Background: an optimization exercise with open tools, aiming at small area, a short achievable clock period and few clock cycles per item. Do not read the settings as production practice. In this exercise RTL edits were held to simulation tests only and were not proved equivalent to the original. Power and IR drop assume default switching activity.

`design.v`:
```
module emrka_top (
    input  wire        clk,
    input  wire        rst_n,
    input  wire        sel,
    input  wire        wr,
    input  wire [4:0]  addr,
    input  wire [1:0]  size,
    input  wire [31:0] wdata,
    output reg  [31:0] rdata,
    output reg         err
);
    localparam [2:0] R_KEY_LO  = 3'd0,
                     R_KEY_HI  = 3'd1,
                     R_DIN_LO  = 3'd2,
                     R_DIN_HI  = 3'd3,
                     R_DOUT_LO = 3'd4,
                     R_DOUT_HI = 3'd5,
                     R_CTRL    = 3'd6,
                     R_STATUS  = 3'd7;
    reg [63:0] key_q;
    reg [63:0] din_q;
    reg [63:0] dout_q;    
    reg        dv_q;      
    reg        busy_q;
    reg        done_q;
    reg        err_cmd_q;
    reg        err_busy_q;
    reg [31:0] h_q;
    reg [31:0] l_q;       
    reg [4:0]  p_q;       
    reg        f_q;       
    reg        mode_q;    
    wire       admit  = (size == 2'b10) && (addr[1:0] == 2'b00);
    wire [2:0] reg_ix = addr[4:2];
    wire       do_wr  = sel && admit &&  wr;
    wire wr_droppable = (reg_ix != R_DOUT_LO) && (reg_ix != R_DOUT_HI) &&
                        (reg_ix != R_STATUS);
    wire busy_drop = do_wr && busy_q && wr_droppable;
    wire wr_ok     = do_wr && !busy_q;
    wire cmd_hi0   = (wdata[31:2] == 30'd0);
    wire cmd_write = wr_ok && (reg_ix == R_CTRL);
    wire start     = cmd_write && cmd_hi0 && (wdata[1] ^ wdata[0]);
    wire cmd_bad   = cmd_write && !(cmd_hi0 && !(wdata[1] && wdata[0]));
    wire st_write  = do_wr && (reg_ix == R_STATUS);
    wire       rd_ok  = sel && !wr && admit;
    wire       s_dl   = (reg_ix == R_DIN_LO);
    wire       s_dh   = (reg_ix == R_DIN_HI);
    wire       s_ol   = (reg_ix == R_DOUT_LO) && dv_q;
    wire       s_oh   = (reg_ix == R_DOUT_HI) && dv_q;
    wire       s_st   = (reg_ix == R_STATUS);
    wire [31:0] rsel  = ({32{s_dl}} & din_q[31:0])
                      | ({32{s_dh}} & din_q[63:32])
                      | ({32{s_ol}} & dout_q[31:0])
                      | ({32{s_oh}} & dout_q[63:32])
                      | ({32{s_st}} & {28'd0, err_busy_q, err_cmd_q, done_q, busy_q});
    always @(*) begin
        rdata = {32{rd_ok}} & rsel;
        err   = sel && !admit;
    end
    wire [4:0]  p   = p_q;
    wire [2:0]  ri  = f_q ? 3'd0 : p_q[2:0] + 3'd1;   
    wire [31:0] la  = l_q + {27'd0, p};           
    wire [31:0] pz  = {27'd0, p};
    wire [31:0] cs  = h_q ^ l_q ^ pz;
    wire [31:0] cc  = (h_q & l_q) | (h_q & pz) | (l_q & pz);
    wire [31:0] hn;
    add2_sk u_add (.a(cs), .b({cc[30:0], 1'b0}), .s(hn));
    reg  [31:0] lr;                               
    always @(*) begin
        case (ri)
            3'd0: lr = {la[30:0], la[31]};        
            3'd1: lr = {la[2:0],  la[31:3]};      
            3'd2: lr = {la[27:0], la[31:28]};     
            3'd3: lr = {la[23:0], la[31:24]};     
            3'd4: lr = {la[14:0], la[31:15]};     
            3'd5: lr = {la[19:0], la[31:20]};     
            3'd6: lr = {la[28:0], la[31:29]};     
            default: lr = {la[17:0], la[31:18]};  
        endcase
    end
    wire [31:0] xn  = lr ^ hn;                    
    wire        k_use   = busy_q ? mode_q : wdata[1];
    wire [63:0] k_eff   = k_use ? key_q : 64'd0;
    wire [63:0] t_start = din_q ^ k_eff;
    wire        fin     = !f_q && (p_q == 5'd31);
    wire [31:0] wd_r  = wdata & {32{rst_n}};
    wire        we_kl = !rst_n || (wr_ok && reg_ix == R_KEY_LO);
    wire        we_kh = !rst_n || (wr_ok && reg_ix == R_KEY_HI);
    wire        we_dl = !rst_n || (wr_ok && reg_ix == R_DIN_LO);
    wire        we_dh = !rst_n || (wr_ok && reg_ix == R_DIN_HI);
    wire [63:0] res   = {h_q, la} ^ k_eff;
    always @(posedge clk) begin
        if (we_kl) key_q[31:0]  <= wd_r;
        if (we_kh) key_q[63:32] <= wd_r;
        if (we_dl) din_q[31:0]  <= wd_r;
        if (we_dh) din_q[63:32] <= wd_r;
        if (busy_q && fin) dout_q <= res;
    end
    always @(posedge clk) begin
        if (!rst_n) begin
            busy_q     <= 1'b0;
            done_q     <= 1'b0;
            dv_q       <= 1'b0;
            err_cmd_q  <= 1'b0;
            err_busy_q <= 1'b0;
        end else begin
            if (busy_drop)
                err_busy_q <= 1'b1;
            if (cmd_bad)
                err_cmd_q <= 1'b1;
            if (st_write) begin
                if (wdata[1]) done_q     <= 1'b0;
                if (wdata[2]) err_cmd_q  <= 1'b0;
                if (wdata[3]) err_busy_q <= 1'b0;
            end
            if (start) begin
                busy_q <= 1'b1;
                done_q <= 1'b0;
            end
            if (busy_q && fin) begin
                dv_q   <= 1'b1;
                busy_q <= 1'b0;
                done_q <= 1'b1;
            end
        end
    end
    always @(posedge clk) begin
        if (!busy_q) begin
            h_q     <= t_start[63:32];
            l_q     <= t_start[31:0];
            f_q     <= 1'b1;
            p_q     <= 5'd0;
            mode_q  <= wdata[1];
        end else begin
            h_q     <= hn;
            l_q     <= xn;
            f_q     <= 1'b0;
            p_q     <= f_q ? 5'd0 : p_q + 5'd1;
        end
    end
endmodule
module add2_sk (input wire [31:0] a, input wire [31:0] b, output wire [31:0] s);
    reg  [31:0] g [0:5];
    reg  [31:0] t [0:5];
    integer k, i;
    always @(*) begin
        g[0] = a & b;
        t[0] = a ^ b;
        for (k = 0; k < 5; k = k + 1)
            for (i = 0; i < 32; i = i + 1)
                if (((i >> k) & 1) == 1) begin
                    g[k+1][i] = g[k][i] | (t[k][i] & g[k][((i >> k) << k) - 1]);
                    t[k+1][i] = t[k][i] & t[k][((i >> k) << k) - 1];
                end else begin
                    g[k+1][i] = g[k][i];
                    t[k+1][i] = t[k][i];
                end
    end
    assign s = a ^ b ^ {g[5][30:0], 1'b0};
endmodule
```
`run.sh`:
```
#!/bin/bash
# synth_recipe.tcl (not shown) runs the flow's synth.tcl, then flattens the netlist and writes it again
# the make line also repeats each setting of config.mk as NAME=value (left out here)
make -C /OpenROAD-flow-scripts/flow DESIGN_CONFIG=/design/flow/config.mk WORK_HOME=/design/flow/orfs CLKGATE_MAP_FILE= SYNTH_SCRIPT=/design/flow/synth_recipe.tcl finish
```
`config.mk`:
```
export PLATFORM = sky130hd
export DESIGN_NAME = emrka_top
export DESIGN_NICKNAME = emrka_top
export VERILOG_FILES = /design/flow/design.v
export SDC_FILE = /design/flow/constraint.sdc
export NUM_CORES = 4
export LEC_CHECK = 0
export ABC_CLOCK_PERIOD_IN_PS = 3000
export CAP_MARGIN = 20
export CORE_MARGIN = 2
export CORE_UTILIZATION = 40
export PLACE_DENSITY = 0.6
export SETUP_SLACK_MARGIN = 2.0
export SLEW_MARGIN = 20
export TNS_END_PERCENT = 2
```
`constraint.sdc`:
```
create_clock -name core_clock -period 5.5 [get_ports {clk}]
set_input_delay 1.1000 -clock core_clock [delete_from_list [all_inputs] [get_ports {clk}]]
set_output_delay 1.1000 -clock core_clock [all_outputs]
set_load 0.01 [all_outputs]
```
==> results of run 1 <==
==> cells in the mapped netlist, types with 3 or more instances <==
library cell                  n  area [sq um]
sky130_fd_sc_hd__nor2b_1      3          18.8
sky130_fd_sc_hd__xor2_1      82           718
sky130_fd_sc_hd__o2111ai_1    3          26.3
sky130_fd_sc_hd__o21ai_0     79           395
sky130_fd_sc_hd__nand4_1     11          68.8
sky130_fd_sc_hd__a21oi_1     86           430
sky130_fd_sc_hd__nor4_1       7          43.8
sky130_fd_sc_hd__buf_2        4          20.0
sky130_fd_sc_hd__a22oi_1      5          37.5
sky130_fd_sc_hd__and4_1       4          35.0
sky130_fd_sc_hd__clkbuf_1    69           259
sky130_fd_sc_hd__nor3_1      18          90.1
sky130_fd_sc_hd__edfxtp_1   192          5770
sky130_fd_sc_hd__nor2_1      67           251
sky130_fd_sc_hd__a221oi_1    16           140
sky130_fd_sc_hd__o221ai_1    16           140
sky130_fd_sc_hd__o21ai_1     11          55.1
sky130_fd_sc_hd__a221o_1      3          30.0
sky130_fd_sc_hd__inv_1       24          90.1
sky130_fd_sc_hd__a21o_1      15           113
sky130_fd_sc_hd__o31ai_1      3          22.5
sky130_fd_sc_hd__nand2b_1     6          37.5
sky130_fd_sc_hd__buf_1        3          11.3
sky130_fd_sc_hd__and2_1      41           257
sky130_fd_sc_hd__and3_1      11          68.8
sky130_fd_sc_hd__fa_1        10           200
sky130_fd_sc_hd__xnor2_1    140          1230
sky130_fd_sc_hd__dfxtp_1     76          1520
sky130_fd_sc_hd__o32ai_1      6          52.6
sky130_fd_sc_hd__mux2i_1      7          70.1
sky130_fd_sc_hd__o22ai_1     31           194
sky130_fd_sc_hd__nand2_1    205           769
sky130_fd_sc_hd__a211oi_1    10          75.1
sky130_fd_sc_hd__a222oi_1    41           410
sky130_fd_sc_hd__o211ai_1    11          82.6
sky130_fd_sc_hd__nand3_1     25           125
sky130_fd_sc_hd__ha_1        64           801
==> cell usage in the layout (no fill, tap or decap), drive strengths merged, types with 15 or more instances in the layout <==
master           n
a21oi           88
dfxtp           76
a222oi          41
xor2            83
a21o            15
nand2          205
nand3           25
inv             25
nor3            18
o221ai          16
clkbuf          37
o21ai           91
xnor2          141
buf            122
nor2            68
edfxtp         192
ha              64
o22ai           31
clkdlybuf4s50   36
a221oi          16
and2            43
==> cells by family (layout without fill, tap and decap cells) <==
family	after synthesis	in the layout	share of synthesized area
xor+xnor	224	224	0.131
buf+inv	102	240	0.0262
compound gates	362	362	0.164
fa+ha+maj	74	74	0.0662
simple gates	413	413	0.125
mux	8	8	0.00538
flops	268	268	0.482
==> timing repair <==
item | in CTS | in global routing
pin swaps | 46 | 7
setup buffers | 23 | 3
hold endpoints to repair | 0 | 0
setup endpoints to repair | 68 | 75
resized for setup | 235 | 25
gates cloned | 9 | 0
==> area by class of cell <==
| type | instances | share of cell area |
|---|---|---|
| well taps | 511 | 0.0350 |
| repair buffers | 162 | 0.0846 |
| clock buffers | 37 | 0.0419 |
| multi-input cells | 1081 | 0.429 |
| flip-flops and latches | 268 | 0.399 |
| clock inverters | 16 | 0.00582 |
| inverters | 25 | 0.00513 |
==> state kept, by name, summed over array words and instances (netlist names) <==
register    cells
busy_q          1
din_q          64
done_q          1
dout_q         64
dv_q            1
err_busy_q      1
err_cmd_q       1
f_q             1
h_q            32
key_q          64
l_q            32
mode_q          1
p_q             5
==> worst max-delay path: cells and delay by family <==
kind                   cells  cell delay (ps)
buffers and inverters      6              760
AND/OR/NAND/NOR            2              120
AO/OA/AOI/OAI              2              480
==> metrics by stage <==
stage | power [mW] | area [sq um] | hold slack (ps) | cells
CTS | 5.29 | 18100 | 498 | 2097
global placement | 3.40 | 16700 | 463 | 2012
finish | 5.30 | 18300 | 502 | 2100
detailed placement | 3.42 | 16700 | 465 | 2012
floorplan | 3.09 | 15200 | 441 | 1451
global route | 5.51 | 18300 | 519 | 2100
==> report_power, final <==
part           internal [mW]  leakage, nW  switching (mW)
Clock                   1.03        0.424           0.815
Sequential              2.29         2.53          0.0892
Combinational          0.453         3.80           0.627
==> final timing paths <==
kind / startpoint / to / slack, ps / depth (start not counted)
max reg2reg: l_q[17] / l_q[29] / 1970 / 11
min reg2reg: dv_q / dv_q / 500 / 1
max: addr[2] / rdata[4] / 1920 / 10
min: dv_q / dv_q / 500 / 1
==> routing by layer <==
layer,part of all wire,global-route usage,up-vias,wire (um)
met4,0.050,0.125,2,2710
li1,-,-,5611,-
met2,0.45,0.432,683,24300
met1,0.41,0.363,6059,22000
met5,0.00030,0,-,16
met3,0.090,0.0558,159,4860
==> results.sh, run 1 <==
export IMPL_run_status="timing/DRC/antenna clean"
export IMPL_gr_total_overflow=0
export IMPL_crit_top_cell="sky130_fd_sc_hd__buf_6"
export IMPL_setup_total_negative_slack_ps=0
export IMPL_cts_buffer_depth=3
export IMPL_critPathLaunchType="primary input"
export IMPL_first_pass_iters=8
export IMPL_power_density_mw_per_mm2=290
export IMPL_critical_path_slowest_cell="sky130_fd_sc_hd__a222oi_1"
export IMPL_final_layout_size_suffix_gt1_frac=0.157
export IMPL_die_area_sq_mm=0.0394
export IMPL_post_place_ws_ps=848
export IMPL_max_freq_mhz=280
export IMPL_final_setup_viol_count=0
export IMPL_place_gp_congestion=0.999
export IMPL_synth_edff_count=192
export IMPL_diodes=0
export IMPL_final_core_util=0.489
export IMPL_io_pins=76
export IMPL_grt_antenna_before_repair=1
export IMPL_numPortBuffers=75
export IMPL_drtIter0Drc=1559
export IMPL_grt_max_degree=72
export IMPL_maximum_fanout_count_along_the_critical_path=7
export IMPL_ys_seq_elements=268
export IMPL_count_of_vias_placed_by_the_detailed_router=12500
export IMPL_placeable_area_sq_mm=0.0374
export IMPL_htree_levels=1
export IMPL_async_reset_ff_frac=0
export IMPL_die_width_um=198
export IMPL_worstHoldPathType="reg -> reg"
export IMPL_route_final_wire_length_mm=53.8
export IMPL_grt_setup_unrepaired="yes"
export IMPL_synth_cell_type_count=71
export IMPL_layout_filler_cells=3408
export IMPL_cellLeakagePower_nw=6.76
export IMPL_grt_pass1_vias=12200
export IMPL_arrival_ps=2480
export IMPL_drv_cap=0
export IMPL_synth_net_count=1568
export IMPL_synthCells=1451
export IMPL_timing_hold_violations_final=0
export IMPL_timing_critical_path_to_type="output port"
export IMPL_holdBufCountCts=0
export IMPL_finish_net_count=1684
export IMPL_vias_per_cell=5.96
export IMPL_power_ir_vdd_worst_mv=0.263
export IMPL_finClkSkew_ps=14.6
export IMPL_grt_usage=0.274
export IMPL_antenna_left=0
export IMPL_yosysSeqAreaShare=0.482
export IMPL_detailed_place_hpwl_mm=33.6
export IMPL_cts_tree="yes"
export IMPL_syn2layout_area_growth_pct=20.9
export IMPL_cp_required_ps=4400
export IMPL_yosys_most_used_dff="sky130_fd_sc_hd__edfxtp_1"
export IMPL_worstMarginPinSlew_ps=983
export IMPL_std_cell_rows=71
export IMPL_clock_pin_slew_on_the_worst_setup_and_hold_paths_ps=60
export IMPL_synthesis_yosys_warnings=4
export IMPL_max_slew_headroom=0.345
export IMPL_regArea_sq_mm=0.00729
export IMPL_clock_latency_ps=570
export IMPL_fin_crit_ps=3580
export IMPL_criticalPathCategory="in -> out"
export IMPL_netlist_area_sq_mm=0.0151
export IMPL_post_route_drc_count=0
export IMPL_final_slew_viol_count=0
export IMPL_cts_root_buf="sky130_fd_sc_hd__clkbuf_16"
export IMPL_start_util=0.404
export IMPL_numCtsBuffers=29
export IMPL_post_drt_wl_per_cell_um=25.6
export IMPL_crit_chain="buf_6 -> buf_6 -> nand2_4 -> nor2_4 -> buf_6 -> buf_6 -> buf_16 -> a222oi_1 -> a21oi_2 -> buf_2"
export IMPL_worst_path_largest_cell_delay_ps=390
export IMPL_clock_sink_count=268
export IMPL_layout_setup_ws_ps=1920
export IMPL_final_period_util=0.650
export IMPL_post_synth_cell_area_avg_sq_um=10.4
export IMPL_grt_first_pass_wirelength_mm=79.1
export IMPL_multi_input_gate_area_sq_mm=0.00784
export IMPL_die_h_um=198
Testbench counts, summed over its fixed seeds: cycles 15,218, items 384.
==> run 2, diff against run 1 <==
--- a/config.mk
+++ b/config.mk
@@ -8,8 +8,8 @@
 export ABC_CLOCK_PERIOD_IN_PS = 3000
 export CAP_MARGIN = 20
 export CORE_MARGIN = 2
-export CORE_UTILIZATION = 40
-export PLACE_DENSITY = 0.6
+export CORE_UTILIZATION = 50
+export PLACE_DENSITY = 0.65
 export SETUP_SLACK_MARGIN = 2.0
 export SLEW_MARGIN = 20
 export TNS_END_PERCENT = 2
==> run 2 against run 1 <==
Sequential cell count did not move. Worst setup slack got worse by 76 ps. First-iteration DRC count rose by 21%. Register-to-register slack got worse by 20 ps. Clock-buffer cell count is 3 lower. Clock power increased by 6%. Die area down 20%. Sequential power barely moved. Critical path depth did not move. Final cell count decreased by 6.4%.
==> results.sh, run 2 <==
export IMPL_run_status="timing/DRC/antenna clean"
export IMPL_worstMarginPinSlew_ps=1100
export IMPL_synth_top_cell_area_share=0.381
export IMPL_finClkSkew_ps=26.4
export IMPL_detailed_place_hpwl_mm=33.6
export IMPL_async_reset_ff_frac=0
export IMPL_main_combinational_cell_family_by_area_after_synthesis="compound AO/OA/AOI/OAI gates"
export IMPL_synth_net_count=1568
export IMPL_largest_registers="din_q x64, dout_q x64, key_q x64"
export IMPL_setup_total_negative_slack_ps=0
export IMPL_netlist_area_sq_mm=0.0151
export IMPL_diodes=0
export IMPL_cts_tree="yes"
export IMPL_grt_first_pass_wirelength_mm=73.6
export IMPL_r2r_cells=14
export IMPL_synth_edff_count=192
export IMPL_layout_setup_ws_ps=1850
export IMPL_ys_seq_elements=268
export IMPL_post_synth_cell_area_avg_sq_um=10.4
export IMPL_grt_antenna_before_repair=0
export IMPL_timing_hold_violations_final=0
export IMPL_maximum_fanout_count_along_the_critical_path=8
export IMPL_numPortBuffers=75
export IMPL_grt_max_degree=72
export IMPL_cts_buffer_depth=3
export IMPL_die_area_sq_mm=0.0316
export IMPL_grt_usage=0.312
export IMPL_criticalPathCategory="in -> out"
export IMPL_placeable_area_sq_mm=0.0297
export IMPL_synth_compound_gate_area_share=0.164
export IMPL_place_gp_congestion=0.962
export IMPL_p_total_mw=5.39
export IMPL_io_pins=76
export IMPL_worstHoldPathType="reg -> reg"
export IMPL_synthCells=1451
export IMPL_gr_total_overflow=0
export IMPL_cellLeakagePower_nw=6.67
export IMPL_numCtsBuffers=29
export IMPL_count_of_vias_placed_by_the_detailed_router=12500
export IMPL_worstReg2RegEnd="l_q[2]"
export IMPL_timing_critical_path_to_type="output port"
export IMPL_first_pass_iters=9
export IMPL_critPathLaunchType="primary input"
export IMPL_worst_path_largest_cell_delay_ps=430
export IMPL_power_density_mw_per_mm2=302
export IMPL_mostFrequentLayoutCell="sky130_fd_sc_hd__nand2_1"
export IMPL_worst_r2r_startpoint="p_q[0]"
export IMPL_route_final_wire_length_mm=49.7
export IMPL_synthesis_yosys_warnings=4
export IMPL_final_core_util=0.600
export IMPL_post_drt_wl_per_cell_um=25.3
export IMPL_arrival_ps=2550
export IMPL_yosysSeqAreaShare=0.482
export IMPL_grt_setup_unrepaired="yes"
export IMPL_final_slew_viol_count=0
export IMPL_syn2layout_area_growth_pct=18.0
export IMPL_cp_required_ps=4400
export IMPL_cts_root_buf="sky130_fd_sc_hd__clkbuf_16"
export IMPL_final_layout_size_suffix_gt1_frac=0.140
export IMPL_post_place_ws_ps=779
export IMPL_crit_chain="buf_2 -> buf_12 -> nand2_4 -> nor3b_4 -> buf_6 -> buf_12 -> buf_16 -> a222oi_1 -> nor2_2 -> buf_2"
export IMPL_post_route_drc_count=0
export IMPL_vias_per_cell=6.37
export IMPL_critical_path_slowest_cell="sky130_fd_sc_hd__a222oi_1"
export IMPL_max_freq_mhz=274
export IMPL_yosys_mux_area_fraction=0.00538
export IMPL_max_slew_headroom=0.263
export IMPL_antenna_left=0
export IMPL_finish_net_count=1672
export IMPL_std_cell_rows=63
export IMPL_die_h_um=178
export IMPL_yosys_most_used_dff="sky130_fd_sc_hd__edfxtp_1"
export IMPL_final_setup_viol_count=0
export IMPL_power_ir_vdd_worst_mv=0.269
export IMPL_synth_adder_area_share=0.0662
export IMPL_die_width_um=178
export IMPL_worstSetupStartpoint="addr[4]"
export IMPL_clock_latency_ps=570
export IMPL_rrSetupSlack_ps=1950
export IMPL_grt_pass1_vias=11800
export IMPL_fin_crit_ps=3650
export IMPL_drtIter0Drc=1888
export IMPL_most_used_cells_in_the_layout_excluding_fill_and_tap_cells="sky130_fd_sc_hd__nand2_1, sky130_fd_sc_hd__edfxtp_1, sky130_fd_sc_hd__xnor2_1"
export IMPL_synth_cells_most_frequent="sky130_fd_sc_hd__nand2_1, sky130_fd_sc_hd__edfxtp_1, sky130_fd_sc_hd__xnor2_1, sky130_fd_sc_hd__a21oi_1, sky130_fd_sc_hd__xor2_1"
export IMPL_ys_top_cells_by_area="sky130_fd_sc_hd__edfxtp_1, sky130_fd_sc_hd__dfxtp_1, sky130_fd_sc_hd__xnor2_1"
export IMPL_yosysMostFrequentCell="sky130_fd_sc_hd__nand2_1"
export IMPL_synth_cell_type_count=71
export IMPL_yosys_area_share_simple=0.125
export IMPL_final_period_util=0.664
export IMPL_start_util=0.509
export IMPL_clock_pin_slew_on_the_worst_setup_and_hold_paths_ps=60
export IMPL_drv_cap=0
export IMPL_largest_area_contributor_in_the_synthesized_netlist="sky130_fd_sc_hd__edfxtp_1"
export IMPL_htree_levels=1
export IMPL_synth_xor_area_share=0.131
export IMPL_clock_sink_count=268
export IMPL_worstSetupEndpoint="rdata[2]"
[run 2: where the power goes]
part | internal [mW] | leakage (nW) | switching [mW]
sequential | 2.29 | 2.53 | 0.0929
combinational | 0.439 | 3.67 | 0.625
clock | 1.12 | 0.460 | 0.828
[run 2: cells by family after synthesis]
| family | count (synthesis) |
|---|---|
| simple gates | 413 |
| flops | 268 |
| buf+inv | 102 |
| compound gates | 362 |
| fa+ha+maj | 74 |
| xor+xnor | 224 |
| mux | 8 |
[run 2: worst max-delay path, delay by kind of cell]
| family | cells | cell delay (ps) |
|---|---|---|
| AOI/OAI and AO/OA | 1 | 430 |
| buffers and inverters | 6 | 810 |
| and+or+nand+nor | 3 | 190 |
[run 2: layout make-up]
class | instances | area (sq um)
Fill cell | 2458 | 11900
Multi-Input combinational cell | 1081 | 7720
Sequential cell | 268 | 7290
Timing Repair Buffer | 150 | 1310
Clock buffer | 34 | 754
Tap cell | 390 | 488
Clock inverter | 18 | 175
Inverter | 25 | 93.8
[run 2: timing repair]
| action | in CTS | in global routing |
|---|---|---|
| hold buffers | 0 | 0 |
| buffers inserted | 15 | 2 |
| gates resized for setup | 188 | 22 |
| endpoints found under the setup margin | 62 | 77 |
| pin swaps | 26 | 3 |
| gates cloned | 3 | 0 |
[run 2: metal layers]
metal | part of all wire | vias up | routed length, um | track usage
met4 | 0.025 | 0 | 1230 | 0.0745
li1 | - | 5570 | - | -
met3 | 0.10 | 109 | 5100 | 0.0617
met1 | 0.44 | 6096 | 22000 | 0.470
met5 | 0 | - | 0 | 0
met2 | 0.43 | 748 | 21300 | 0.460
[run 2: through the flow]
stage                     instance area (sq um)  instances  hold WS, ps
after floorplan                           15200       1451          441
after global placement                    16600       1894          451
after detailed placement                  16600       1894          456
after CTS                                 17800       1964          508
after global routing                      17800       1966          546
final                                     17800       1966          513
[run 2: how the worst min path moves through the flow]
stage,slack (ps),start,cells past startpoint,to
floorplan,440,dv_q,1,dv_q
global placement,450,dv_q,1,dv_q
detailed placement,460,dv_q,1,dv_q
CTS,510,done_q,2,done_q
global route,550,done_q,2,done_q
finish,510,done_q,2,done_q
==> run 3, diff against run 2 <==
--- a/config.mk
+++ b/config.mk
@@ -12,4 +12,4 @@
 export PLACE_DENSITY = 0.65
 export SETUP_SLACK_MARGIN = 2.0
 export SLEW_MARGIN = 20
-export TNS_END_PERCENT = 2
+export TNS_END_PERCENT = 10
==> run 3 against run 2 <==
Still clean on timing, DRC and antenna. Register-to-register slack better by 20 ps. Sequential cell count stayed put. Synthesized area stayed put. Clock skew is 2.3 ps lower. Worst setup slack better by 9.0 ps. Global-route usage is 0.22 points higher. Largest power group unchanged.
==> results.sh, run 3 <==
export IMPL_synth_cell_type_count=71
export IMPL_cp_required_ps=4400
export IMPL_power_density_mw_per_mm2=301
export IMPL_worstHoldPathType="reg -> reg"
export IMPL_die_area_sq_mm=0.0316
export IMPL_worstReg2RegEnd="l_q[21]"
export IMPL_crit_top_cell="sky130_fd_sc_hd__buf_6"
export IMPL_worst_path_largest_cell_delay_ps=430
export IMPL_die_width_um=178
export IMPL_yosys_most_used_dff="sky130_fd_sc_hd__edfxtp_1"
export IMPL_antenna_left=0
export IMPL_hold_end="done_q"
export IMPL_synthCells=1451
export IMPL_cellLeakagePower_nw=6.72
export IMPL_detailed_place_hpwl_mm=33.6
export IMPL_worstSetupStartpoint="addr[2]"
export IMPL_mostFrequentLayoutCell="sky130_fd_sc_hd__nand2_1"
export IMPL_std_cell_rows=63
export IMPL_min_delay_startpoint="done_q"
export IMPL_cts_tree="yes"
export IMPL_synth_cells_most_frequent="sky130_fd_sc_hd__nand2_1, sky130_fd_sc_hd__edfxtp_1, sky130_fd_sc_hd__xnor2_1, sky130_fd_sc_hd__a21oi_1, sky130_fd_sc_hd__xor2_1"
export IMPL_synth_top_cell_area_share=0.381
export IMPL_final_slew_viol_count=0
export IMPL_drtIter0Drc=1891
export IMPL_yosysMostFrequentCell="sky130_fd_sc_hd__nand2_1"
export IMPL_setup_total_negative_slack_ps=0
export IMPL_crit_chain="buf_6 -> buf_6 -> nor3b_4 -> buf_6 -> buf_12 -> buf_16 -> a222oi_1 -> nor2_2 -> buf_2"
export IMPL_synthesis_yosys_warnings=4
export IMPL_layout_setup_ws_ps=1860
export IMPL_drv_cap=0
export IMPL_max_freq_mhz=275
export IMPL_numPortBuffers=75
export IMPL_grt_setup_unrepaired="yes"
export IMPL_final_period_util=0.662
export IMPL_io_pins=76
export IMPL_arrival_ps=2540
export IMPL_most_used_cells_in_the_layout_excluding_fill_and_tap_cells="sky130_fd_sc_hd__nand2_1, sky130_fd_sc_hd__edfxtp_1, sky130_fd_sc_hd__xnor2_1"
export IMPL_ys_top_cells_by_area="sky130_fd_sc_hd__edfxtp_1, sky130_fd_sc_hd__dfxtp_1, sky130_fd_sc_hd__xnor2_1"
export IMPL_netlist_area_sq_mm=0.0151
export IMPL_cts_buffer_depth=3
export IMPL_final_setup_viol_count=0
export IMPL_finish_net_count=1676
export IMPL_grt_usage=0.314
export IMPL_grt_pass1_vias=11900
export IMPL_syn2layout_area_growth_pct=18.9
export IMPL_grt_first_pass_wirelength_mm=74.0
export IMPL_timing_critical_path_to_type="output port"
export IMPL_final_hold_worst_slack_ps=520
export IMPL_htree_levels=1
export IMPL_run_status="timing/DRC/antenna clean"
export IMPL_ys_seq_elements=268
export IMPL_p_total_mw=5.40
export IMPL_timing_hold_violations_final=0
export IMPL_yosysSeqAreaShare=0.482
export IMPL_start_util=0.509
export IMPL_post_drt_wl_per_cell_um=25.4
export IMPL_rrSetupSlack_ps=1970
export IMPL_holdBufCountCts=0
export IMPL_numCtsBuffers=29
export IMPL_clock_sink_count=268
export IMPL_cts_root_buf="sky130_fd_sc_hd__clkbuf_16"
export IMPL_clock_latency_ps=560
export IMPL_count_of_vias_placed_by_the_detailed_router=12600
export IMPL_max_slew_headroom=0.242
export IMPL_async_reset_ff_frac=0
export IMPL_gr_total_overflow=0
export IMPL_largest_area_contributor_in_the_synthesized_netlist="sky130_fd_sc_hd__edfxtp_1"
export IMPL_synth_edff_count=192
export IMPL_critPathLaunchType="primary input"
export IMPL_layout_filler_cells=2438
export IMPL_vias_per_cell=6.37
export IMPL_first_pass_iters=6
export IMPL_post_synth_cell_area_avg_sq_um=10.4
export IMPL_grt_max_degree=72
export IMPL_synth_net_count=1568
export IMPL_place_gp_congestion=0.962
export IMPL_clock_pin_slew_on_the_worst_setup_and_hold_paths_ps=60
export IMPL_worstMarginPinSlew_ps=1130
export IMPL_largest_registers="din_q x64, dout_q x64, key_q x64"
export IMPL_die_h_um=178
export IMPL_grt_antenna_before_repair=0
export IMPL_power_ir_vdd_worst_mv=0.266
export IMPL_route_final_wire_length_mm=50.0
export IMPL_fin_crit_ps=3640
export IMPL_final_layout_size_suffix_gt1_frac=0.146
export IMPL_worst_r2r_startpoint="p_q[0]"
export IMPL_criticalPathCategory="in -> out"
export IMPL_post_place_ws_ps=779
export IMPL_diodes=0
export IMPL_maximum_fanout_count_along_the_critical_path=8
export IMPL_worst_hold_path_num_cells=2
export IMPL_critical_path_slowest_cell="sky130_fd_sc_hd__a222oi_1"
export IMPL_placeable_area_sq_mm=0.0297
export IMPL_finClkSkew_ps=24.2
export IMPL_r2r_cells=15
export IMPL_post_route_drc_count=0
[run 3: logic make-up after synthesis]
family          after synthesis  share of synthesized area
xor+xnor                    224                      0.131
mux                           8                    0.00538
simple gates                413                      0.125
buf+inv                     102                     0.0262
flops                       268                      0.482
compound gates              362                      0.164
fa+ha+maj                    74                     0.0662
[run 3: repair_timing]
action,in CTS,in global routing
cloned,4,0
setup buffers,16,4
pin swaps,28,8
endpoints found under the setup margin,62,78
resized for setup,195,24
[run 3: layout make-up]
type	instances	area, sq um	share of cell area
Sequential cell	268	7290	0.406
Inverter	25	93.8	0.00522
Tap cell	390	488	0.0272
Timing Repair Buffer	154	1400	0.0781
Clock buffer	34	754	0.0420
Multi-Input combinational cell	1081	7760	0.432
Clock inverter	18	175	0.00975
[run 3: power breakdown]
group / internal (mW) / leakage (nW) / switching [mW]
Combinational: 0.449 / 3.73 / 0.631
Clock: 1.12 / 0.460 / 0.822
Sequential: 2.29 / 2.54 / 0.0936
Total: 3.85 / 6.72 / 1.55
[run 3: worst max path at each step]
stage / end / slack, ps / depth (start not counted)
after floorplan: din_q[0] / 1720 / 3
after CTS: l_q[23] / 1850 / 14
after global routing: rdata[27] / 1820 / 10
after detailed placement: rdata[27] / 780 / 7
after global placement: rdata[27] / 870 / 7
final: rdata[2] / 1860 / 9
[run 3: routing by layer]
metal / part of all wire / up-vias / global-route usage
met5: 0 / - / 0
met4: 0.024 / 0 / 0.0745
met3: 0.11 / 104 / 0.0606
met2: 0.43 / 766 / 0.464
met1: 0.43 / 6104 / 0.474
li1: - / 5580 / -
[run 3: per-stage QoR]
stage                     instances   util  cell area (sq um)
after floorplan                1451      -              15200
after global placement         1894  0.557              16600
after detailed placement       1894  0.557              16600
after CTS                      1966  0.600              17800
after global routing           1970  0.605              18000
final                          1970  0.605              18000
[run 3: worst max-delay path: cells and delay by family]
family / cells / cell delay (ps)
buf+inv: 6 / 780
simple gates: 2 / 220
compound gates: 1 / 430
==> run 4, diff against run 3 <==
--- a/config.mk
+++ b/config.mk
@@ -8,8 +8,8 @@
 export ABC_CLOCK_PERIOD_IN_PS = 3000
 export CAP_MARGIN = 20
 export CORE_MARGIN = 2
-export CORE_UTILIZATION = 50
-export PLACE_DENSITY = 0.65
+export CORE_UTILIZATION = 60
+export PLACE_DENSITY = 0.7
 export SETUP_SLACK_MARGIN = 2.0
 export SLEW_MARGIN = 20
-export TNS_END_PERCENT = 10
+export TNS_END_PERCENT = 2
==> run 4 against run 3 <==
Global-route usage is 5.5 points higher. Utilization up 11 points. Via count increased by 1.1%. Sequential share of layout area grew 0.42 points. Non-clock buffer count decreased by 8. Worst hold slack got worse by 24 ps. Final area fell by 1.0%. Routed wire length rose by 2.2%. Clock power about the same. Register-to-register slack better by 40 ps.
==> results.sh, run 4 <==
export IMPL_run_status="timing/DRC/antenna clean"
export IMPL_grt_setup_unrepaired="yes"
export IMPL_largest_area_contributor_in_the_synthesized_netlist="sky130_fd_sc_hd__edfxtp_1"
export IMPL_vias_per_cell=6.67
export IMPL_timing_hold_violations_final=0
export IMPL_finClkSkew_ps=14.8
export IMPL_diodes=0
export IMPL_worst_path_largest_cell_delay_ps=480
export IMPL_synth_xor_area_share=0.131
export IMPL_crit_top_cell="sky130_fd_sc_hd__buf_6"
export IMPL_final_slew_viol_count=0
export IMPL_post_drt_wl_per_cell_um=26.9
export IMPL_max_slew_headroom=0.240
export IMPL_ys_seq_elements=268
export IMPL_ys_top_cells_by_area="sky130_fd_sc_hd__edfxtp_1, sky130_fd_sc_hd__dfxtp_1, sky130_fd_sc_hd__xnor2_1"
export IMPL_final_layout_size_suffix_gt1_frac=0.140
export IMPL_synth_compound_gate_area_share=0.164
export IMPL_mostFrequentLayoutCell="sky130_fd_sc_hd__nand2_1"
export IMPL_clock_latency_ps=550
export IMPL_final_core_util=0.712
export IMPL_io_pins=76
export IMPL_synth_top_cell_area_share=0.381
export IMPL_power_ir_vdd_worst_mv=0.298
export IMPL_placed_cells_incl_taps=1829
export IMPL_detailed_place_hpwl_mm=34.4
export IMPL_synth_adder_area_share=0.0662
export IMPL_count_of_vias_placed_by_the_detailed_router=12700
export IMPL_grt_usage=0.369
export IMPL_max_freq_mhz=279
export IMPL_yosys_area_share_simple=0.125
export IMPL_clock_sink_count=268
export IMPL_post_route_drc_count=0
export IMPL_numCtsBuffers=28
export IMPL_die_h_um=163
export IMPL_cellLeakagePower_nw=6.68
export IMPL_antenna_left=0
export IMPL_most_used_cells_in_the_layout_excluding_fill_and_tap_cells="sky130_fd_sc_hd__nand2_1, sky130_fd_sc_hd__edfxtp_1, sky130_fd_sc_hd__xnor2_1"
export IMPL_worstSetupPathDepth=8
export IMPL_gr_total_overflow=0
export IMPL_final_setup_viol_count=0
export IMPL_criticalPathCategory="in -> out"
export IMPL_r2r_cells=14
export IMPL_synth_cell_type_count=71
export IMPL_final_period_util=0.652
export IMPL_die_width_um=163
export IMPL_synth_edff_count=192
export IMPL_cts_root_buf="sky130_fd_sc_hd__clkbuf_16"
export IMPL_synthCells=1451
export IMPL_final_design_area_no_fill_sq_mm=0.0178
export IMPL_cp_required_ps=4400
export IMPL_layout_cells_non_filler=1902
export IMPL_worstMarginPinSlew_ps=1140
export IMPL_synthesis_yosys_warnings=4
export IMPL_cts_tree="yes"
export IMPL_worstPathBufferInverterCount=5
export IMPL_p_total_mw=5.42
export IMPL_grt_max_degree=71
export IMPL_grt_antenna_before_repair=0
export IMPL_grt_pass1_vias=11600
export IMPL_worst_hold_path_num_cells=2
export IMPL_arrival_ps=2480
export IMPL_holdBufCountCts=0
export IMPL_htree_levels=1
export IMPL_yosys_most_used_dff="sky130_fd_sc_hd__edfxtp_1"
export IMPL_clock_pin_slew_on_the_worst_setup_and_hold_paths_ps=60
export IMPL_drtIter0Drc=2262
export IMPL_synth_net_count=1568
export IMPL_finish_net_count=1667
export IMPL_rrSetupSlack_ps=2010
export IMPL_drv_cap=0
export IMPL_async_reset_ff_frac=0
export IMPL_final_hold_worst_slack_ps=496
export IMPL_layout_filler_cells=1872
export IMPL_timing_critical_path_to_type="output port"
export IMPL_critPathLaunchType="primary input"
export IMPL_main_combinational_cell_family_by_area_after_synthesis="compound AO/OA/AOI/OAI gates"
export IMPL_critical_path_slowest_cell="sky130_fd_sc_hd__a222oi_1"
export IMPL_yosysMostFrequentCell="sky130_fd_sc_hd__nand2_1"
export IMPL_power_density_mw_per_mm2=305
export IMPL_yosysSeqAreaShare=0.482
export IMPL_synth_cells_most_frequent="sky130_fd_sc_hd__nand2_1, sky130_fd_sc_hd__edfxtp_1, sky130_fd_sc_hd__xnor2_1, sky130_fd_sc_hd__a21oi_1, sky130_fd_sc_hd__xor2_1"
export IMPL_numPortBuffers=75
export IMPL_std_cell_rows=58
export IMPL_place_gp_congestion=1.01
export IMPL_grt_first_pass_wirelength_mm=73.0
export IMPL_start_util=0.606
export IMPL_cts_buffer_depth=3
export IMPL_largest_registers="din_q x64, dout_q x64, key_q x64"
export IMPL_placement_cell_area_sq_mm=0.0165
export IMPL_placeable_area_sq_mm=0.0250
export IMPL_first_pass_iters=15
export IMPL_die_area_sq_mm=0.0265
export IMPL_maximum_fanout_count_along_the_critical_path=8
export IMPL_syn2layout_area_growth_pct=17.6
export IMPL_crit_chain="buf_2 -> buf_8 -> nor3b_4 -> buf_6 -> buf_12 -> a222oi_1 -> nor2_4 -> buf_6"
export IMPL_route_final_wire_length_mm=51.2
export IMPL_layout_setup_ws_ps=1920
export IMPL_post_synth_cell_area_avg_sq_um=10.4
export IMPL_worstHoldPathType="reg -> reg"
export IMPL_netlist_area_sq_mm=0.0151
export IMPL_setup_total_negative_slack_ps=0
export IMPL_fin_crit_ps=3580
export IMPL_yosys_mux_area_fraction=0.00538
export IMPL_post_place_ws_ps=578
export IMPL_worst_path_dominant_cell_family="buffers and inverters"
## run 4: cell counts after synthesis
No cell type changed its count.
## run 4: cell type report
cell class	count	area (sq um)	area share
inverters	25	93.8	0.00528
well taps	330	413	0.0232
multi-input cells	1081	7730	0.435
clock buffers	35	758	0.0426
clock inverters	17	171	0.00964
repair buffers	146	1330	0.0747
flip-flops and latches	268	7290	0.410
## run 4: worst paths after layout
kind / to / start
worst max-delay path: rdata[3] / addr[2]
worst min-delay path: err_cmd_q / err_cmd_q
worst max register to register: l_q[31] / h_q[4]
worst min register to register: err_cmd_q / err_cmd_q
## run 4: report_power, final
part / internal, mW / switching, mW / leakage (nW) / total [mW]
clock network: 1.12 / 0.822 / 0.459 / 1.94
logic: 0.444 / 0.643 / 3.68 / 1.09
registers: 2.29 / 0.100 / 2.53 / 2.39
total: 3.85 / 1.56 / 6.68 / 5.42
## run 4: worst reg2reg max path: cells and delay by family (launching register included)
family	cells	cell delay, ps
compound gates	7	1450
fa+ha+maj	2	790
xor+xnor	2	400
flops	1	380
simple gates	1	190
buf+inv	2	150
## run 4: cell families after synthesis
family	after synthesis
AND/OR/NAND/NOR	413
multiplexers	8
flip-flops	268
adder cells (fa/ha/maj)	74
XOR/XNOR	224
buffers and inverters	102
AO/OA/AOI/OAI	362
## run 4: per-layer routing
layer  GRT usage  vias to the layer above  routed length, um
met5           0                        -                  0
met4      0.0933                        0               1610
met3      0.0914                      127               7350
met2       0.523                      986              21400
met1       0.567                     6014              20800
li1            -                     5566                  -
## run 4: repair_timing
action / 4_1_cts / 5_1_grt
setup endpoints to repair: 55 / 79
cloned: 1 / 5
gates resized for setup: 72 / 123
setup buffers: 12 / 3
pin swaps: 19 / 19
==> run 5, diff against run 4 <==
--- a/config.mk
+++ b/config.mk
@@ -8,7 +8,7 @@
 export ABC_CLOCK_PERIOD_IN_PS = 3000
 export CAP_MARGIN = 20
 export CORE_MARGIN = 2
-export CORE_UTILIZATION = 60
+export CORE_UTILIZATION = 55
 export PLACE_DENSITY = 0.7
 export SETUP_SLACK_MARGIN = 2.0
 export SLEW_MARGIN = 20
==> run 5 against run 4 <==
Non-clock buffer count grew 23. Final cell count grew 1.8%. First-iteration DRC count shrank 2.5%. Via count grew 1.1%. Worst setup slack lost 49 ps. Die area grew 8.9%. Worst hold slack lost 10 ps. Sequential power is essentially flat. Sequential cell count is the same. Clock power is essentially flat.
==> results.sh, run 5 <==
export IMPL_run_status="timing/DRC/antenna clean"
export IMPL_diodes=0
export IMPL_yosys_most_used_dff="sky130_fd_sc_hd__edfxtp_1"
export IMPL_first_pass_iters=7
export IMPL_grtUsageMet3=0.0702
export IMPL_cp_required_ps=4400
export IMPL_crit_chain="buf_6 -> buf_6 -> buf_12 -> nor3b_4 -> buf_6 -> buf_12 -> buf_16 -> a222oi_1 -> a21oi_1 -> buf_2"
export IMPL_synth_cells_most_frequent="sky130_fd_sc_hd__nand2_1, sky130_fd_sc_hd__edfxtp_1, sky130_fd_sc_hd__xnor2_1, sky130_fd_sc_hd__a21oi_1, sky130_fd_sc_hd__xor2_1"
export IMPL_cts_buffer_depth=3
export IMPL_async_reset_ff_frac=0
export IMPL_grt_pass1_vias=12300
export IMPL_final_layout_size_suffix_gt1_frac=0.164
export IMPL_numCtsBuffers=28
export IMPL_synthesis_yosys_warnings=4
export IMPL_numPortBuffers=75
export IMPL_fin_crit_ps=3630
export IMPL_clock_pin_slew_on_the_worst_setup_and_hold_paths_ps=60
export IMPL_worst_path_dominant_cell_family="buffers and inverters"
export IMPL_final_setup_viol_count=0
export IMPL_power_frac_comb=0.204
export IMPL_layout_filler_cells=2000
export IMPL_count_of_vias_placed_by_the_detailed_router=12800
export IMPL_setup_total_negative_slack_ps=0
export IMPL_grt_max_degree=73
export IMPL_clock_power_share=0.357
export IMPL_ys_top_cells_by_area="sky130_fd_sc_hd__edfxtp_1, sky130_fd_sc_hd__dfxtp_1, sky130_fd_sc_hd__xnor2_1"
export IMPL_synth_net_count=1568
export IMPL_htree_levels=1
export IMPL_netlist_area_sq_mm=0.0151
export IMPL_grt_setup_unrepaired="yes"
export IMPL_final_hold_worst_slack_ps=486
export IMPL_post_synth_cell_area_avg_sq_um=10.4
export IMPL_start_util=0.561
export IMPL_antenna_left=0
export IMPL_timing_critical_path_to_type="output port"
export IMPL_synth_cell_type_count=71
export IMPL_cts_root_buf="sky130_fd_sc_hd__clkbuf_16"
export IMPL_synth_top_cell_area_share=0.381
export IMPL_placement_cell_area_sq_mm=0.0165
export IMPL_power_frac_seq=0.439
export IMPL_critPathLaunchType="primary input"
export IMPL_criticalPathCategory="in -> out"
export IMPL_ys_seq_elements=268
export IMPL_worst_path_largest_cell_delay_ps=260
export IMPL_cellLeakagePower_nw=6.86
export IMPL_post_route_drc_count=0
export IMPL_die_area_sq_mm=0.0288
export IMPL_multi_input_gate_area_sq_mm=0.00780
export IMPL_worstPathBufferInverterCount=7
export IMPL_io_pins=76
export IMPL_mostFrequentLayoutCell="sky130_fd_sc_hd__nand2_1"
export IMPL_layout_cells_non_filler=1936
export IMPL_drtIter0Drc=2205
export IMPL_holdBufCountCts=0
export IMPL_vias_per_cell=6.63
export IMPL_use_met1=0.532
export IMPL_grt_first_pass_wirelength_mm=76.9
export IMPL_regArea_sq_mm=0.00729
export IMPL_crit_top_cell="sky130_fd_sc_hd__buf_6"
export IMPL_grt_usage=0.356
export IMPL_post_drt_wl_per_cell_um=26.4
export IMPL_largest_area_contributor_in_the_synthesized_netlist="sky130_fd_sc_hd__edfxtp_1"
export IMPL_finish_net_count=1690
export IMPL_maximum_fanout_count_along_the_critical_path=8
export IMPL_clock_sink_count=268
export IMPL_place_gp_congestion=0.993
export IMPL_gr_total_overflow=0
export IMPL_synth_edff_count=192
export IMPL_finClkSkew_ps=16.1
export IMPL_worstHoldPathType="reg -> reg"
export IMPL_placed_cells_incl_taps=1842
export IMPL_max_freq_mhz=275
export IMPL_worstMarginPinSlew_ps=972
export IMPL_synthCells=1451
export IMPL_timing_hold_violations_final=0
export IMPL_final_period_util=0.661
export IMPL_power_internal_mw=3.87
export IMPL_critical_path_slowest_cell="sky130_fd_sc_hd__nor3b_4"
export IMPL_drv_cap=0
export IMPL_netSwitchingPower_mw=1.56
export IMPL_power_density_mw_per_mm2=298
export IMPL_most_used_cells_in_the_layout_excluding_fill_and_tap_cells="sky130_fd_sc_hd__nand2_1, sky130_fd_sc_hd__edfxtp_1, sky130_fd_sc_hd__xnor2_1"
export IMPL_final_design_area_no_fill_sq_mm=0.0182
export IMPL_yosysMostFrequentCell="sky130_fd_sc_hd__nand2_1"
export IMPL_final_core_util=0.677
export IMPL_grtUsageMet2=0.515
export IMPL_arrival_ps=2530
export IMPL_final_slew_viol_count=0
export IMPL_cts_tree="yes"
export IMPL_post_place_ws_ps=851
export IMPL_netSwitchingFraction=0.287
export IMPL_layout_setup_ws_ps=1870
export IMPL_busiest_layer="met1"
export IMPL_clock_latency_ps=550
export IMPL_detailed_place_hpwl_mm=33.2
export IMPL_std_cell_rows=60
export IMPL_yosysSeqAreaShare=0.482
export IMPL_route_final_wire_length_mm=51.0
export IMPL_die_width_um=170
export IMPL_syn2layout_area_growth_pct=20.6
export IMPL_power_ir_vdd_worst_mv=0.253
export IMPL_max_slew_headroom=0.347
export IMPL_placeable_area_sq_mm=0.0270
export IMPL_largest_registers="din_q x64, dout_q x64, key_q x64"
export IMPL_p_total_mw=5.43
export IMPL_die_h_um=170
export IMPL_grt_antenna_before_repair=0
[run 5: changes by cell type in the layout (fill, tap and decap cells not counted), sizes merged]
cell	change
buf	+44
bufinv	-2
clkbuf	-20
clkinv	+1
clkinvlp	+1
dlygate4sd2	+4
dlymetal6s2s	-4
inv	-1
[run 5: logic make-up (layout without fill, tap and decap cells)]
group	after synthesis	after routing	share of synthesized area
fa+ha+maj	74	74	0.0662
flops	268	268	0.482
buf+inv	102	246	0.0262
compound gates	362	362	0.164
xor+xnor	224	224	0.131
mux	8	8	0.00538
simple gates	413	413	0.125
[run 5: cell type report]
| cell class | count | area share |
|---|---|---|
| multi-input cells | 1081 | 0.428 |
| clock buffers | 36 | 0.0458 |
| repair buffers | 169 | 0.0910 |
| well taps | 341 | 0.0234 |
| flip-flops and latches | 268 | 0.400 |
| inverters | 25 | 0.00515 |
| clock inverters | 16 | 0.00686 |
[run 5: final timing paths]
path                    end  slack (ps)  depth (start not counted)       from
setup / recovery  rdata[27]        1870                         10    addr[3]
hold / removal    err_cmd_q         490                          2  err_cmd_q
setup reg to reg     l_q[0]        1890                         11     p_q[0]
hold reg to reg   err_cmd_q         490                          2  err_cmd_q
[run 5: timing repair]
| item | in CTS | in global routing |
|---|---|---|
| hold endpoints to repair | 0 | 0 |
| pin swaps | 60 | 12 |
| setup buffers | 26 | 6 |
| setup endpoints to repair | 73 | 82 |
| cloned | 10 | 0 |
| gates resized for setup | 227 | 20 |
[run 5: power by group through the flow]
stage / Combinational [mW] / Clock, mW / Sequential [mW]
floorplan: 0.699 / 0 / 2.39
global placement: 0.985 / 0 / 2.42
detailed placement: 1.00 / 0 / 2.42
CTS: 1.05 / 1.95 / 2.38
global route: 1.19 / 2.02 / 2.39
finish: 1.11 / 1.94 / 2.38
[run 5: metal layers]
metal,up-vias,part of all wire
met5,-,0
met4,0,0.040
met3,151,0.12
met2,884,0.42
met1,6188,0.42
li1,5612,-
[run 5: tightest hold or removal path, cell delays in order, from the launching register on]
cell,delay [ps]
sky130_fd_sc_hd__dfxtp_1,330
sky130_fd_sc_hd__a21oi_1,40
sky130_fd_sc_hd__nor2_1,80
==> run 6, diff against run 5 <==
--- a/design.v
+++ b/design.v
@@ -65,19 +65,15 @@
     wire [31:0] cc  = (h_q & l_q) | (h_q & pz) | (l_q & pz);
     wire [31:0] hn;
     add2_sk u_add (.a(cs), .b({cc[30:0], 1'b0}), .s(hn));
-    reg  [31:0] lr;                               
-    always @(*) begin
-        case (ri)
-            3'd0: lr = {la[30:0], la[31]};        
-            3'd1: lr = {la[2:0],  la[31:3]};      
-            3'd2: lr = {la[27:0], la[31:28]};     
-            3'd3: lr = {la[23:0], la[31:24]};     
-            3'd4: lr = {la[14:0], la[31:15]};     
-            3'd5: lr = {la[19:0], la[31:20]};     
-            3'd6: lr = {la[28:0], la[31:29]};     
-            default: lr = {la[17:0], la[31:18]};  
-        endcase
-    end
+    wire [7:0] oh = 8'd1 << ri;
+    wire [31:0] lr  = ({32{oh[0]}} & {la[30:0], la[31]})
+                    | ({32{oh[1]}} & {la[2:0],  la[31:3]})
+                    | ({32{oh[2]}} & {la[27:0], la[31:28]})
+                    | ({32{oh[3]}} & {la[23:0], la[31:24]})
+                    | ({32{oh[4]}} & {la[14:0], la[31:15]})
+                    | ({32{oh[5]}} & {la[19:0], la[31:20]})
+                    | ({32{oh[6]}} & {la[28:0], la[31:29]})
+                    | ({32{oh[7]}} & {la[17:0], la[31:18]});
     wire [31:0] xn  = lr ^ hn;                    
     wire        k_use   = busy_q ? mode_q : wdata[1];
     wire [63:0] k_eff   = k_use ? key_q : 64'd0;
--- a/config.mk
+++ b/config.mk
@@ -8,8 +8,8 @@
 export ABC_CLOCK_PERIOD_IN_PS = 3000
 export CAP_MARGIN = 20
 export CORE_MARGIN = 2
-export CORE_UTILIZATION = 55
-export PLACE_DENSITY = 0.7
-export SETUP_SLACK_MARGIN = 2.0
+export CORE_UTILIZATION = 40
+export PLACE_DENSITY = 0.6
+export SETUP_SLACK_MARGIN = 1.8
 export SLEW_MARGIN = 20
-export TNS_END_PERCENT = 2
+export TNS_END_PERCENT = 10
==> run 6 against run 5 <==
Sequential cell count unchanged. Synthesized area increased by 4.0%. Worst setup slack got worse by 120 ps. Global-route usage decreased by 10 points. Final cell count increased by 11%. Fmax decreased by 3.2%. Register-to-register slack got worse by 140 ps. Non-clock buffer count decreased by 32. Final area increased by 0.55%. Critical endpoint is now l_q[31]. Largest power group unchanged.
==> results.sh, run 6 <==
export IMPL_fin_crit_ps=3750
export IMPL_cts_buffer_depth=3
export IMPL_maximum_fanout_count_along_the_critical_path=5
export IMPL_numPortBuffers=75
export IMPL_final_setup_viol_count=0
export IMPL_grt_usage=0.253
export IMPL_die_width_um=202
export IMPL_grt_setup_unrepaired="yes"
export IMPL_die_h_um=202
export IMPL_power_ir_vdd_worst_mv=0.246
export IMPL_vias_per_cell=6.07
export IMPL_run_status="timing/DRC/antenna clean"
export IMPL_arrival_ps=4200
export IMPL_final_layout_size_suffix_gt1_frac=0.131
export IMPL_criticalPathCategory="reg -> reg"
export IMPL_grt_first_pass_wirelength_mm=78.9
export IMPL_antenna_left=0
export IMPL_post_synth_cell_area_avg_sq_um=10.3
export IMPL_synth_top_cell_area_share=0.367
export IMPL_synth_cells_most_frequent="sky130_fd_sc_hd__nand2_1, sky130_fd_sc_hd__edfxtp_1, sky130_fd_sc_hd__xnor2_1, sky130_fd_sc_hd__o21ai_0, sky130_fd_sc_hd__dfxtp_1"
export IMPL_std_cell_rows=72
export IMPL_io_pins=76
export IMPL_setup_total_negative_slack_ps=0
export IMPL_ys_top_cells_by_area="sky130_fd_sc_hd__edfxtp_1, sky130_fd_sc_hd__dfxtp_1, sky130_fd_sc_hd__xnor2_1"
export IMPL_count_of_vias_placed_by_the_detailed_router=13100
export IMPL_die_area_sq_mm=0.0409
export IMPL_cp_required_ps=5940
export IMPL_final_period_util=0.682
export IMPL_p_total_mw=5.50
export IMPL_numCtsBuffers=28
export IMPL_start_util=0.406
export IMPL_most_used_cells_in_the_layout_excluding_fill_and_tap_cells="sky130_fd_sc_hd__nand2_1, sky130_fd_sc_hd__edfxtp_1, sky130_fd_sc_hd__xnor2_1"
export IMPL_drv_cap=0
export IMPL_synth_net_count=1650
export IMPL_timing_critical_path_to_type="flop"
export IMPL_worst_hold_path_num_cells=2
export IMPL_yosysSeqAreaShare=0.463
export IMPL_largest_area_contributor_in_the_synthesized_netlist="sky130_fd_sc_hd__edfxtp_1"
export IMPL_first_pass_iters=9
export IMPL_place_gp_congestion=0.951
export IMPL_drtIter0Drc=1696
export IMPL_gr_total_overflow=0
export IMPL_synth_edff_count=192
export IMPL_cts_root_buf="sky130_fd_sc_hd__clkbuf_16"
export IMPL_max_freq_mhz=266
export IMPL_post_drt_wl_per_cell_um=24.3
export IMPL_clock_latency_ps=580
export IMPL_synth_cell_type_count=96
export IMPL_syn2layout_area_growth_pct=16.6
export IMPL_synthCells=1533
export IMPL_placeable_area_sq_mm=0.0387
export IMPL_netlist_area_sq_mm=0.0157
export IMPL_max_slew_headroom=0.247
export IMPL_worstHoldPathType="reg -> reg"
export IMPL_grt_antenna_before_repair=0
export IMPL_yosysMostFrequentCell="sky130_fd_sc_hd__nand2_1"
export IMPL_final_slew_viol_count=0
export IMPL_finClkSkew_ps=33.8
export IMPL_async_reset_ff_frac=0
export IMPL_timing_hold_violations_final=0
export IMPL_clock_pin_slew_on_the_worst_setup_and_hold_paths_ps=70
export IMPL_finish_net_count=1733
export IMPL_diodes=0
export IMPL_ys_seq_elements=268
export IMPL_mostFrequentLayoutCell="sky130_fd_sc_hd__nand2_1"
export IMPL_yosys_most_used_dff="sky130_fd_sc_hd__edfxtp_1"
export IMPL_grt_max_degree=55
export IMPL_cts_tree="yes"
export IMPL_route_final_wire_length_mm=52.3
export IMPL_synthesis_yosys_warnings=4
export IMPL_post_route_drc_count=0
export IMPL_placement_cell_area_sq_mm=0.0171
export IMPL_final_design_area_no_fill_sq_mm=0.0183
export IMPL_largest_registers="din_q x64, dout_q x64, key_q x64"
export IMPL_cellLeakagePower_nw=6.72
export IMPL_grt_pass1_vias=12600
export IMPL_worstMarginPinSlew_ps=1130
export IMPL_htree_levels=1
export IMPL_clock_sink_count=268
export IMPL_r2r_cells=12
export IMPL_power_density_mw_per_mm2=300
export IMPL_critPathLaunchType="flop"
export IMPL_detailed_place_hpwl_mm=36.6
-- run 6: changes by cell type after synthesis, moves of 9 or more --
| cell | before | now |
|---|---|---|
| sky130_fd_sc_hd__a21oi_1 | 86 | 58 |
| sky130_fd_sc_hd__a221oi_1 | 16 | 3 |
| sky130_fd_sc_hd__nand2_1 | 205 | 218 |
| sky130_fd_sc_hd__nor3_1 | 18 | 48 |
| sky130_fd_sc_hd__nor4_1 | 7 | 23 |
| sky130_fd_sc_hd__o21a_1 | 2 | 11 |
| sky130_fd_sc_hd__o21ai_1 | 11 | 2 |
| sky130_fd_sc_hd__o221ai_1 | 16 | 26 |
| sky130_fd_sc_hd__xnor2_1 | 140 | 120 |
| sky130_fd_sc_hd__xor2_1 | 82 | 59 |
-- run 6: layout make-up --
type	count	area (sq um)
sequential	268	7290
clock buffer	34	754
multi-input combinational	1155	8200
inverter	26	97.6
timing repair buffer	137	1150
clock inverter	18	195
tap	518	648
fill	3623	20400
-- run 6: cells by family (layout without fill, tap and decap cells) --
kind of cell	Yosys count	count (layout)	share of synthesized area
muxes	17	17	0.0115
AOI/OAI and AO/OA	356	356	0.163
buffers and inverters	110	215	0.0278
adders and majority gates	74	74	0.0636
xor gates and xnor gates	186	186	0.107
DFF	268	268	0.463
and+or+nand+nor	522	522	0.163
-- run 6: path summary, 6_finish.rpt --
check                                start  slack, ps    endpoint
worst max-delay path                h_q[4]       1750     l_q[31]
worst max register to register      h_q[4]       1750     l_q[31]
worst min-delay path            err_busy_q        490  err_busy_q
worst min register to register  err_busy_q        490  err_busy_q
-- run 6: metal layers --
metal	global-route usage	vias to the layer above	share of wire
met5	0	-	0
met4	0.0834	0	0.030
met1	0.363	6360	0.43
li1	-	5914	-
met2	0.384	698	0.44
met3	0.0464	117	0.10
-- run 6: metrics by stage --
step	setup WS (ps)	hold slack, ps	cells	util
floorplan	1910	441	1533	-
global route	1630	556	2156	0.473
CTS	1650	493	2149	0.470
global placement	832	459	2083	0.442
detailed placement	796	465	2083	0.442
finish	1750	491	2156	0.473
-- run 6: where the power goes --
| group | switching [mW] | internal [mW] | leakage (nW) |
|---|---|---|---|
| clock | 0.833 | 1.16 | 0.455 |
| sequential | 0.106 | 2.29 | 2.53 |
| combinational | 0.655 | 0.456 | 3.73 |
-- run 6: critical path, stage by stage (launching register included) --
cell,delay [ps]
sky130_fd_sc_hd__dfxtp_1,360
sky130_fd_sc_hd__fa_1,430
sky130_fd_sc_hd__ha_1,380
sky130_fd_sc_hd__and2_4,210
sky130_fd_sc_hd__a221oi_4,300
sky130_fd_sc_hd__a21oi_2,140
sky130_fd_sc_hd__o211a_4,330
sky130_fd_sc_hd__o211ai_4,250
sky130_fd_sc_hd__a2111oi_4,150
sky130_fd_sc_hd__o41ai_4,220
sky130_fd_sc_hd__buf_4,200
sky130_fd_sc_hd__xnor3_1,370
sky130_fd_sc_hd__mux2_2,260
-- run 6: repair_timing --
| action | in CTS | in global routing |
|---|---|---|
| pin swaps | 31 | 3 |
| endpoints found under the hold margin | 0 | 0 |
| cloned | 3 | 0 |
| hold buffers | 0 | 0 |
| gates resized for setup | 160 | 13 |
| setup endpoints to repair | 58 | 48 |
| buffers inserted | 11 | 7 |
Testbench counts of run 6, summed over its fixed seeds: cycles 15,218, items 384.
==> run 7, diff against run 6 <==
--- a/config.mk
+++ b/config.mk
@@ -10,6 +10,6 @@
 export CORE_MARGIN = 2
 export CORE_UTILIZATION = 40
 export PLACE_DENSITY = 0.6
-export SETUP_SLACK_MARGIN = 1.8
+export SETUP_SLACK_MARGIN = 2.0
 export SLEW_MARGIN = 20
 export TNS_END_PERCENT = 10
==> run 7 against run 6 <==
Still clean. Utilization grew 1.5 points. Final cell count is 1.4% higher. Sequential power barely moved.
==> results.sh, run 7 <==
export IMPL_worst_path_largest_cell_delay_ps=370
export IMPL_timing_critical_path_to_type="output port"
export IMPL_final_setup_viol_count=0
export IMPL_yosysMostFrequentCell="sky130_fd_sc_hd__nand2_1"
export IMPL_grt_antenna_before_repair=0
export IMPL_grt_setup_unrepaired="yes"
export IMPL_grt_pass1_vias=12900
export IMPL_setup_total_negative_slack_ps=0
export IMPL_power_ir_vdd_worst_mv=0.246
export IMPL_count_of_vias_placed_by_the_detailed_router=13300
export IMPL_grt_max_degree=55
export IMPL_cellLeakagePower_nw=6.98
export IMPL_mostFrequentLayoutCell="sky130_fd_sc_hd__nand2_1"
export IMPL_htree_levels=1
export IMPL_numPortBuffers=75
export IMPL_start_util=0.406
export IMPL_clock_pin_slew_on_the_worst_setup_and_hold_paths_ps=60
export IMPL_die_h_um=202
export IMPL_layout_filler_cells=3582
export IMPL_io_pins=76
export IMPL_diodes=0
export IMPL_r2r_cells=11
export IMPL_post_synth_cell_area_avg_sq_um=10.3
export IMPL_antenna_left=0
export IMPL_criticalPathCategory="in -> out"
export IMPL_detailed_place_hpwl_mm=36.6
export IMPL_synth_cells_most_frequent="sky130_fd_sc_hd__nand2_1, sky130_fd_sc_hd__edfxtp_1, sky130_fd_sc_hd__xnor2_1, sky130_fd_sc_hd__o21ai_0, sky130_fd_sc_hd__dfxtp_1"
export IMPL_holdBufCountCts=0
export IMPL_cts_tree="yes"
export IMPL_post_drt_wl_per_cell_um=24.8
export IMPL_layout_cells_non_filler=2186
export IMPL_final_period_util=0.648
export IMPL_vias_per_cell=6.08
export IMPL_drtIter0Drc=1591
export IMPL_power_density_mw_per_mm2=294
export IMPL_cts_buffer_depth=3
export IMPL_timing_hold_violations_final=0
export IMPL_worstHoldPathType="reg -> reg"
export IMPL_max_slew_headroom=0.206
export IMPL_post_route_drc_count=0
export IMPL_cp_required_ps=4400
export IMPL_gr_total_overflow=0
export IMPL_synth_top_cell_area_share=0.367
export IMPL_worstPathBufferInverterCount=4
export IMPL_synth_net_count=1650
export IMPL_placeable_area_sq_mm=0.0387
export IMPL_synthCells=1533
export IMPL_worst_hold_path_num_cells=2
export IMPL_synthesis_yosys_warnings=4
export IMPL_async_reset_ff_frac=0
export IMPL_ys_seq_elements=268
export IMPL_yosys_most_used_dff="sky130_fd_sc_hd__edfxtp_1"
export IMPL_route_final_wire_length_mm=54.1
export IMPL_worstMarginPinSlew_ps=1190
export IMPL_crit_chain="buf_4 -> nand2b_4 -> nor2_4 -> buf_12 -> buf_16 -> a222oi_1 -> a21oi_2 -> buf_2"
export IMPL_first_pass_iters=7
export IMPL_clock_sink_count=268
export IMPL_ys_top_cells_by_area="sky130_fd_sc_hd__edfxtp_1, sky130_fd_sc_hd__dfxtp_1, sky130_fd_sc_hd__xnor2_1"
export IMPL_run_status="timing/DRC/antenna clean"
export IMPL_critPathLaunchType="primary input"
export IMPL_fin_crit_ps=3560
export IMPL_largest_registers="din_q x64, dout_q x64, key_q x64"
export IMPL_cts_root_buf="sky130_fd_sc_hd__clkbuf_16"
export IMPL_max_freq_mhz=281
export IMPL_std_cell_rows=72
export IMPL_final_layout_size_suffix_gt1_frac=0.170
export IMPL_grt_first_pass_wirelength_mm=81.0
export IMPL_die_area_sq_mm=0.0409
export IMPL_syn2layout_area_growth_pct=20.3
export IMPL_grt_usage=0.261
export IMPL_numCtsBuffers=28
export IMPL_final_slew_viol_count=0
export IMPL_clock_latency_ps=570
export IMPL_yosysSeqAreaShare=0.463
export IMPL_worst_path_dominant_cell_family="buffers and inverters"
export IMPL_synth_cell_type_count=96
export IMPL_worstSetupPathDepth=8
export IMPL_critical_path_slowest_cell="sky130_fd_sc_hd__a222oi_1"
export IMPL_most_used_cells_in_the_layout_excluding_fill_and_tap_cells="sky130_fd_sc_hd__nand2_1, sky130_fd_sc_hd__edfxtp_1, sky130_fd_sc_hd__xnor2_1"
export IMPL_die_width_um=202
export IMPL_netlist_area_sq_mm=0.0157
export IMPL_largest_area_contributor_in_the_synthesized_netlist="sky130_fd_sc_hd__edfxtp_1"
export IMPL_p_total_mw=5.56
export IMPL_synth_edff_count=192
export IMPL_finClkSkew_ps=32.1
export IMPL_placed_cells_incl_taps=2083
export IMPL_place_gp_congestion=0.951
export IMPL_maximum_fanout_count_along_the_critical_path=15
export IMPL_arrival_ps=2460
export IMPL_drv_cap=0
export IMPL_finish_net_count=1763
export IMPL_final_hold_worst_slack_ps=491
## run 7: cell count changes in the layout (fill, tap and decap cells not counted), sizes merged
cell	previous run	this run
clkdlybuf4s50	40	36
clkdlybuf4s15	2	3
buf	94	126
dlygate4sd2	1	2
## run 7: path summary, 6_finish.rpt
check	start	to	slack (ps)
worst max-delay path	addr[2]	rdata[26]	1940
worst min-delay path	err_busy_q	err_busy_q	490
worst max register to register	p_q[2]	l_q[30]	1980
worst min register to register	err_busy_q	err_busy_q	490
## run 7: cell families (layout without fill, tap and decap cells)
group,count (synthesis),in the layout,share of synthesized area
xor gates and xnor gates,186,186,0.107
DFF,268,268,0.463
AOI/OAI and AO/OA,356,356,0.163
muxes,17,17,0.0115
buffers and inverters,110,245,0.0278
and+or+nand+nor,522,522,0.163
adders and majority gates,74,74,0.0636
## run 7: per-stage QoR
stage / area [sq um] / utilization / setup WS (ps)
2_1_floorplan: 15700 / - / 1910
6_report: 18900 / 0.488 / 1940
4_1_cts: 18600 / 0.481 / 1930
3_5_place_dp: 17100 / 0.442 / 796
5_1_grt: 18900 / 0.488 / 1840
3_3_place_gp: 17100 / 0.442 / 832
## run 7: per-layer routing
layer  share of wire  global-route usage  up-vias
li1                -                   -     5974
met1            0.43               0.371     6455
met2            0.44               0.396      749
met3           0.099              0.0482      121
met4           0.032              0.0954        0
met5               0                   0        -
## run 7: final cells by class
| class | count | area [sq um] | area share |
|---|---|---|---|
| multi-input cells | 1155 | 8420 | 0.445 |
| flip-flops and latches | 268 | 7300 | 0.386 |
| repair buffers | 167 | 1500 | 0.0793 |
| clock buffers | 34 | 754 | 0.0399 |
| well taps | 518 | 648 | 0.0343 |
| clock inverters | 18 | 195 | 0.0103 |
| inverters | 26 | 97.6 | 0.00516 |
## run 7: worst min-delay path: cells and delay by family, from the launching register on
family	cells	cell delay, ps
and+or+nand+nor	1	80
DFF	1	330
AOI/OAI and AO/OA	1	40
## run 7: what timing repair did
action / CTS / global route
gates cloned: 6 / 0
resized for setup: 216 / 29
setup buffers: 32 / 13
endpoints found under the setup margin: 68 / 64
pin swaps: 47 / 7
## run 7: power by group
part / switching [mW] / internal (mW) / total (mW) / leakage, nW
Clock: 0.829 / 1.16 / 1.99 / 0.455
Sequential: 0.106 / 2.29 / 2.39 / 2.54
Combinational: 0.681 / 0.494 / 1.18 / 3.99
Total: 1.62 / 3.94 / 5.56 / 6.98

-- what the ideal ports hide --
The results above use ideal ports. As a check the final layouts listed here were re-extracted and re-timed, cells and wires unchanged. Step 1: set_driving_cell puts a clkbuf_16 on clk and a buf_2 on each other input, an assumption about the parent block. Step 2 times the ports against the registers' clock, not the clock port: input delays grow and output delays shrink by t, the midpoint of the rising clock arrivals with the driver on. Three values: ideal, step 1, step 2; two values: the first two.
| run | shift t [ns] | setup WS [ns] | worst setup path after step 2 |
|---|---|---|---|
| run 1 | 0.617 | 1.924 / 1.866 / 1.861 | input to register |
| run 2 | 0.599 | 1.848 / 1.822 / 1.581 | input to register |
| run 3 | 0.596 | 1.857 / 1.826 / 1.677 | input to register |
| run 4 | 0.597 | 1.915 / 1.897 / 1.775 | input to register |
| run 5 | 0.595 | 1.866 / 1.834 / 1.547 | input to register |
| run 6 | 0.609 | 1.747 / 1.747 / 1.541 | input to register |
| run 7 | 0.604 | 1.936 / 1.909 / 1.611 | input to register |
After both steps every run listed still meets setup and hold. The setup slack of run 7, which loses most, moves by -0.027 ns with the drivers and by -0.325 ns with both steps.
